Context: an optimization exercise on an open-source flow, tuned for small area, a short achievable clock period and few clock cycles per item. The choices shown serve that exercise and are no tape-out recipe. The RTL was checked by simulation tests, not by an equivalence proof against the original design. Power and IR drop assume default switching activity.

== run a ==
// golay_codec
module golay_codec (
    input  wire        clk,
    input  wire        rst,         
    input  wire        in_valid,
    output wire        in_ready,
    input  wire [1:0]  in_op,       
    input  wire [23:0] in_word,
    output reg         out_valid,
    input  wire        out_ready,
    output reg  [23:0] out_word,
    output reg         out_fail
);
    wire        i_dec = in_op[1];
    wire        i_o23 = in_op[0];
    wire        i_w23 = i_o23 ? ~(^in_word[22:0]) : in_word[23];
    wire [11:0] i_wh  = {i_w23, in_word[22:12]};
    wire [11:0] i_hA, i_lA;
    golay_parity u_ph (.m(i_wh), .p(i_hA));
    golay_parity u_pl (.m(in_word[11:0]), .p(i_lA));
    wire [11:0] i_s  = in_word[11:0] ^ i_hA;
    wire [11:0] i_sa = i_wh ^ i_lA;
    wire adv = !out_valid || out_ready;
    assign in_ready = adv;
    reg         m_v;
    reg  [1:0]  m_op;
    reg  [23:0] m_w;
    reg  [11:0] m_s, m_sa;
    always @(posedge clk) begin
        if (rst)
  ...
==> flow/config.mk <==
export PLATFORM = sky130hd
export DESIGN_NAME = golay_codec
export DESIGN_NICKNAME = golay_codec
export VERILOG_FILES = /design/flow/design.v
export SDC_FILE = /design/flow/constraint.sdc
export NUM_CORES = 4
export LEC_CHECK = 0
export CAP_MARGIN = 20
export CORE_MARGIN = 2
export CORE_UTILIZATION = 40
export CTS_BUF_LIST = sky130_fd_sc_hd__clkbuf_4 sky130_fd_sc_hd__clkbuf_8
export SLEW_MARGIN = 20
export TNS_END_PERCENT = 30
==> flow/constraint.sdc <==
create_clock -name core_clock -period 10.0 [get_ports {clk}]
set_input_delay 2.0000 -clock core_clock [delete_from_list [all_inputs] [get_ports {clk}]]
set_output_delay 2.0000 -clock core_clock [all_outputs]
set_load 0.01 [all_outputs]
standard.sh (not shown) runs the stock make flow with config.mk's settings and CLKGATE_MAP_FILE= SYNTH_SCRIPT=/design/flow/synth_recipe.tcl, a recipe that flattens the netlist after the stock synthesis.
==> flow/flow/run.sh <==
#!/bin/bash
set -euo pipefail
export MY_ABC_SCRIPT=$PWD/flow/abc.script
MARGIN=$(cat flow/margin.txt)
bash standard.sh SYNTH_SCRIPT=$PWD/flow/synth.tcl SETUP_SLACK_MARGIN=$MARGIN \
  "BUFFER_PORTS_ARGS=-buffer_cell sky130_fd_sc_hd__buf_1" finish > flow_standard.log 2>&1
==> flow/flow/abc.script <==
strash
&get -n
&fraig -x
&put
scorr
dc2
dretime
strash
&get -n
&dch -f
&nf {D}
&put
buffer -c
topo
stime -c
upsize -c
dnsize -c
==> flow/flow/margin.txt <==
5.4
==> flow/flow/synth.tcl <==
# The standard synthesis script (synth_recipe.tcl), with one change: ABC
# maps the logic with flow/abc.script instead of ORFS's abc_speed.script.
# Registers are mapped before ABC runs, so they are the standard ones.
proc synth {args} { yosys synth -nofsm -noshare {*}$args }
proc abc {args} {
  set i [lsearch -exact $args -script]
  if {$i >= 0} { lset args [expr {$i + 1}] $::env(MY_ABC_SCRIPT) }
  yosys abc {*}$args
}
source $::env(SCRIPTS_DIR)/synth.tcl
# left out here: clear keep_hierarchy, flatten, clean up, hide names made inside functions, write 1_2_yosys.v
Run a: flow completed, timing, DRC and antenna clean
Testbench counts of run a, summed over its fixed seeds: cycles 16,016, items 16,000.
Modified inputs, run b compared to run a
==> flow/flow/margin.txt <==
5.6
NOTE power dissipated in sequential cells run a->run b decreased by a few percent
Run b — via count about 0.6% higher, run a as reference
The clock slew seen by the registers of the worst setup and hold paths on run a is in line with that on run b.
| switching part of the total power | lower: run a |
Diff run a -> run b: design area neither gained nor lost much, first-pass GRT wire length grew by 6.6%.
Per the comparison of run b with run a, sequential share of layout area stayed essentially flat, worst-case vdd ir drop rose by 2.2%.
| internal power contribution | higher: run a |
On worst hold slack, run b and run a are neck and neck.

========
golay_codec, a different RTL version from the one above (not shown whole).
Size in the first run: about 77 flip-flops, about 7100 sq um of cells after synthesis.
==> flow/config.mk <==
export PLATFORM = sky130hd
export DESIGN_NAME = golay_codec
export DESIGN_NICKNAME = golay_codec
export VERILOG_FILES = /design/flow/design.v
export SDC_FILE = /design/flow/constraint.sdc
export NUM_CORES = 4
export LEC_CHECK = 0
export CAP_MARGIN = 20
export CORE_MARGIN = 2
export CORE_UTILIZATION = 40
export CTS_BUF_LIST = sky130_fd_sc_hd__clkbuf_4 sky130_fd_sc_hd__clkbuf_8
export SLEW_MARGIN = 20
export TNS_END_PERCENT = 30
==> flow/constraint.sdc <==
create_clock -name core_clock -period 10.0 [get_ports {clk}]
set_input_delay 2.0000 -clock core_clock [delete_from_list [all_inputs] [get_ports {clk}]]
set_output_delay 2.0000 -clock core_clock [all_outputs]
set_load 0.01 [all_outputs]
==> flow/flow/abc.script <==
strash
&get -n
&fraig -x
&put
scorr
dc2
dretime
strash
&get -n
&dch
&nf {D}
&put
buffer -c
topo
stime -c
upsize -c
dnsize -c
==> flow/flow/margin.txt <==
5.6
Scripts as last shown in full above: flow/flow/run.sh, flow/flow/synth.tcl
The baseline went through all stages and came out clean.
Testbench counts at the start, summed over its fixed seeds: cycles 16,016, items 16,000.
Then changed:
==> flow/flow/run.sh (replaced) <==
#!/bin/bash
set -euo pipefail
export MY_ABC_SCRIPT=$PWD/flow/abc.script
MARGIN=$(cat flow/margin.txt)
bash standard.sh SYNTH_SCRIPT=$PWD/flow/synth.tcl SETUP_SLACK_MARGIN=$MARGIN \
  "BUFFER_PORTS_ARGS=-buffer_cell sky130_fd_sc_hd__buf_1" RECOVER_POWER=100 finish > flow_standard.log 2>&1
--- a/flow/flow/abc.script
+++ b/flow/flow/abc.script
@@ -9,3 +9,3 @@
 &get -n
-&dch
+&dch -f
 &nf {D}
The changed run ran to the end with violations: max-capacitance violations, max-slew violations.
Sequential power stays flat.
First-iteration DRC count shrinks by 11%.
Via count shrinks by 1.6%.
Then changed:
==> flow/flow/run.sh (replaced) <==
#!/bin/bash
set -euo pipefail
export MY_ABC_SCRIPT=$PWD/flow/abc.script
MARGIN=$(cat flow/margin.txt)
bash standard.sh SYNTH_SCRIPT=$PWD/flow/synth.tcl SETUP_SLACK_MARGIN=$MARGIN \
  "BUFFER_PORTS_ARGS=-buffer_cell sky130_fd_sc_hd__buf_1" finish > flow_standard.log 2>&1
Effect: The new run finished clean; routed wire length hardly moves; synthesized cell count stays the same; synthesized area does not change; via count drops by 0.63%; global-route usage is unchanged; core utilization increases by 0.66 points.
Then changed:
Settings changed: PLACE_DENSITY from default to 0.8.
Sequential share of layout area shrinks by 0.66 points. Wire length grows by 1.6%. Combinational power grows by about 7%. Design area grows by 2.3%. Clock power shrinks by about 10%. Worst hold slack gets better by 0.013 ns. Worst setup slack gets worse by 0.052 ns. Power grows by 3.8%. Fmax shrinks by 1.2%.

[re-timing with driven ports]
Ports are ideal in the flow. The routed layouts listed here were re-timed in OpenROAD. Step 1 sets driving cells, clkbuf_16 on the clock port and buf_2 on the other inputs (assumed; they add their load-dependent delay and slew). Step 2 adds t to the input delays and takes it off the output delays; t is the mean of the earliest and latest rising clock arrival at the registers after step 1. Input paths then give back, and output paths get back, about the clock's delay inside the block. a / b / c = ideal ports / drivers / drivers and shift; a / b = the first two.
| run | shift t [ns] | setup slack, ns | worst data-port slew with drivers (ns) | cell pins on the clock port's net |
|---|---|---|---|---|
| run a | 0.386 | 5.391 / 5.361 / 5.105 | 0.04 | 1 |
| run b | 0.383 | 5.629 / 5.595 / 5.432 | 0.04 | 1 |
| the first run of note 2 | 0.408 | 5.404 / 5.373 / 5.373 | 0.04 | 1 |
| the second run of note 2 | 0.404 | 5.031 / 5.031 / 4.806 | 0.04 | 1 |
| the third run of note 2 | 0.407 | 5.592 / 5.561 / 5.411 | 0.04 | 1 |
| the fourth run of note 2 | 0.382 | 5.541 / 5.517 / 5.282 | 0.05 | 1 |
The setup slack of run a, which loses most, moves by -0.030 ns with the drivers and by -0.286 ns with both steps.
